This design comes from an exercise in tuning for small area, a short achievable clock period and few clock cycles on the open sky130 flow, not from production work.
Power is estimated from default activity; no workload was simulated.

== run P ==
Design crc16mb, start of the top module:
module crc16mb (
    input  wire        clk,
    input  wire        rst,         
    input  wire        swap_en,     
    input  wire        zp_guard,    
    input  wire        cmd_valid,
    output wire        cmd_ready,
    input  wire [11:0] cmd,
    output reg         rsp_valid,
    output reg  [3:0]  rsp_st,
    output reg  [31:0] rsp_dout
);
For scale: roughly 400 flip-flops.
Settings: LEC_CHECK=0, CAP_MARGIN=60, CORE_MARGIN=2, CORE_UTILIZATION=60, PLACE_DENSITY=0.7, SLEW_MARGIN=60; clock period 13.0 ns.
standard.sh (not shown) runs the stock make flow with config.mk's settings and CLKGATE_MAP_FILE= SYNTH_SCRIPT=/design/flow/synth_recipe.tcl, a recipe that flattens the netlist after the stock synthesis.
==> flow/flow/run.sh <==
#!/bin/bash
# Layout flow: the standard flow, except that the slow delay cells
# (clkdlybuf4s*, dlygate*, dlymetal*) and the weakest buffers (buf_1, clkbuf_1) are kept out of every step after
# synthesis, so port buffers and repair buffers are ordinary buffers.
# Synthesis is the standard one, run unchanged. Each step's full output
# goes to a log file of its own in this folder.
set -euo pipefail
bash standard.sh synth > synth.log 2>&1
DU=$(make -s -C "$FLOW_HOME" DESIGN_CONFIG="$PWD/config.mk" WORK_HOME="$PWD/orfs" print-DONT_USE_CELLS 2>/dev/null | sed -n 's/^DONT_USE_CELLS: //p')
for c in clkdlybuf4s15_1 clkdlybuf4s15_2 clkdlybuf4s18_1 clkdlybuf4s18_2 clkdlybuf4s25_1 \
         clkdlybuf4s25_2 clkdlybuf4s50_1 clkdlybuf4s50_2 dlygate4sd1_1 dlygate4sd2_1 \
         dlygate4sd3_1 dlymetal6s2s_1 dlymetal6s4s_1 dlymetal6s6s_1 buf_1 clkbuf_1; do
  DU="$DU sky130_fd_sc_hd__$c"
done
bash standard.sh "DONT_USE_CELLS=$DU" floorplan > floorplan.log 2>&1
bash standard.sh "DONT_USE_CELLS=$DU" place > place.log 2>&1
bash standard.sh "DONT_USE_CELLS=$DU" cts > cts.log 2>&1
bash standard.sh "DONT_USE_CELLS=$DU" route > route.log 2>&1
bash standard.sh "DONT_USE_CELLS=$DU" finish > finish.log 2>&1
Run P finished all stages; the layout is clean.
### run P -> run M
--- a/flow/design.v
+++ b/flow/design.v
@@ -159,17 +159,17 @@
         end
     end
     wire [15:0] upd_val;                    
     crc16_step u_upd (.c(d_tbl ? 16'h0000 : crc), .b(arg), .r(upd_val));
     wire [15:0] buf_step;                   
     crc16_step u_buf (.c(rcrc), .b(lb1), .r(buf_step));
     wire exec_op  = xq;
-    wire is_push  = d_push;
-    wire is_sfx   = d_sfx;
-    wire is_dec   = d_dec;
+    wire is_push  = xq && d_push;
+    wire is_sfx   = xq && d_sfx;
+    wire is_dec   = xq && d_dec;
     wire len_full = l_full;
     wire len_ge2  = l_ge2;
     wire sfx_ok   = !ovf && l_le254;
     wire sfx_go   = is_sfx && sfx_ok;       
     wire dec_need = crcok && l_ge25 && !p_zero;
     wire dec_new_wait = is_dec && dec_need && !gdone;
     wire dec_exec = (is_dec && !dec_new_wait) || (dec_pend && gdone);
@@ -227,17 +227,18 @@
             4'd6:    fld_val = f_p;
             4'd7:    fld_val = f_e;
             4'd8:    fld_val = {16'd0, f_f};
             4'd9:    fld_val = {16'd0, f_pf};
             default: fld_val = {16'd0, f_al};
         endcase
     end
-    wire o_init = d_init, o_upd = d_upd, o_fin = d_fin, o_tbl = d_tbl, o_qry = d_qry;
-    wire o_clr  = d_clr, o_val = d_val;
-    wire o_rd0  = d_rd0, o_rd1 = d_rd1, o_rd2 = d_rd2, o_rd3 = d_rd3, o_rdf = d_rdf;
+    wire o_init = xq && d_init, o_upd = xq && d_upd, o_fin = xq && d_fin;
+    wire o_tbl  = xq && d_tbl, o_qry = xq && d_qry, o_clr = xq && d_clr, o_val = xq && d_val;
+    wire o_rd0  = xq && d_rd0, o_rd1 = xq && d_rd1, o_rd2 = xq && d_rd2, o_rd3 = xq && d_rd3;
+    wire o_rdf  = xq && d_rdf;
     wire val_ok = !ovf && len_ge2;
     wire val_go = o_val && val_ok;
     wire val_eq = lb1 == rcrc[7:0] && lb0 == rcrc[15:8];
     wire sph1   = sph == 2'd1;
     wire sph3   = sph == 2'd3;
     wire [15:0] crc_sw  = {crc[7:0], crc[15:8]};
     wire [15:0] rcrc_sw = {rcrc[7:0], rcrc[15:8]};
@@ -279,15 +280,14 @@
                 st_d = ST_SHORT;
             else if (p_zero ? !zpq : !gate_ok)
                 st_d = ST_BADVAL;
         end
     end
     wire        accept  = cmd_valid && ready_r;
     wire [3:0]  cmd_op  = cmd[11:8];
-    wire        a_zero  = cmd[7:0] == 8'd0;
     always @(posedge clk) begin
         if (rst) begin
             vq        <= 1'b0;
             xq        <= 1'b0;
             ready_r   <= 1'b1;
             sph       <= 2'd0;
             dec_pend  <= 1'b0;
@@ -308,30 +308,29 @@
                 dec_pend <= 1'b0;
             else if (dec_new_wait)
                 dec_pend <= 1'b1;
         end
     end
     always @(posedge clk) begin
         rst_q    <= rst;
-        d_init <= accept && cmd_op == OP_CRC_INIT && a_zero;
-        d_upd  <= accept && cmd_op == OP_CRC_UPD;
-        d_fin  <= accept && cmd_op == OP_CRC_FIN && a_zero;
-        d_tbl  <= accept && cmd_op == OP_TBL;
-        d_qry  <= accept && cmd_op == OP_QRY && cmd[7:3] == 5'd0;
-        d_clr  <= accept && cmd_op == OP_FRM_CLR && a_zero;
-        d_push <= accept && cmd_op == OP_FRM_PUSH;
-        d_sfx  <= accept && cmd_op == OP_FRM_SFX && a_zero;
-        d_val  <= accept && cmd_op == OP_FRM_VAL && a_zero;
-        d_dec  <= accept && cmd_op == OP_FRM_DEC && a_zero;
-        d_rd0  <= accept && cmd_op == OP_RD && cmd[7:0] == 8'd0;
-        d_rd1  <= accept && cmd_op == OP_RD && cmd[7:0] == 8'd1;
-        d_rd2  <= accept && cmd_op == OP_RD && cmd[7:0] == 8'd2;
-        d_rd3  <= accept && cmd_op == OP_RD && cmd[7:0] == 8'd3;
-        d_rdf  <= accept && cmd_op == OP_RD && cmd[7:4] == 4'd0 && cmd[3:2] != 2'b00 &&
-                  cmd[3:0] <= 4'd10;
+        d_init <= cmd_op == OP_CRC_INIT;
+        d_upd  <= cmd_op == OP_CRC_UPD;
+        d_fin  <= cmd_op == OP_CRC_FIN;
+        d_tbl  <= cmd_op == OP_TBL;
+        d_qry  <= cmd_op == OP_QRY;
+        d_clr  <= cmd_op == OP_FRM_CLR;
+        d_push <= cmd_op == OP_FRM_PUSH;
+        d_sfx  <= cmd_op == OP_FRM_SFX;
+        d_val  <= cmd_op == OP_FRM_VAL;
+        d_dec  <= cmd_op == OP_FRM_DEC;
+        d_rd0  <= cmd_op == OP_RD && cmd[3:0] == 4'd0;
+        d_rd1  <= cmd_op == OP_RD && cmd[3:0] == 4'd1;
+        d_rd2  <= cmd_op == OP_RD && cmd[3:0] == 4'd2;
+        d_rd3  <= cmd_op == OP_RD && cmd[3:0] == 4'd3;
+        d_rdf  <= cmd_op == OP_RD && cmd[3:2] != 2'b00;
         swq      <= swap_en;
         zpq      <= zp_guard;
         cq       <= cmd;
         rsp_st   <= st_d;
         rsp_dout <= dout_d;
         crc    <= crc_d;
         crcout <= crcout_d;
When run M is set beside run P, its final clock period utilization by the worst path turns out to be 2.2 points smaller. The global routing usage summed across all routing layers of run P and that of run M are within noise of each other. Run P → run M: final worst hold slack went down 45 ps; post-route cell area now larger; die area up 130 µm²; wire length increased by about 2.5% relative to the old numbers; summed instance area of the synthesized netlist now sits higher. Changes observed in run M relative to run P: power consumption higher, gate count of the mapped netlist down about 0.55%, setup slack went up by 290 ps. | area share of and/or/nand/nor cells after synthesis | lower: run M |.
No functional check of the RTL was part of any run of this note.

## static timing again, ports no longer ideal
Ports are ideal in the flow. The routed layouts listed here were re-timed in OpenROAD. Step 1, drivers: a clkbuf_16 drives clk and a buf_2 each remaining input, both assumed. Step 2 times the ports against the registers' clock, not the clock port: input delays grow and output delays shrink by t, the midpoint of the rising clock arrivals with the driver on. Three values: ideal, step 1, step 2; two values: the first two.
run	shift t [ns]	setup slack, ns	slew at the worst register clock pin (ns)	pins driven straight from the clock port
run P	0.603	9.034 / 9.060 / 8.463	0.07 / 0.07	1
run M	0.615	9.326 / 9.268 / 9.210	0.07 / 0.07	1
After both steps setup and hold are still met in every run listed. The setup slack of run P, which loses most, moves by +0.026 ns with the drivers and by -0.571 ns with both steps.
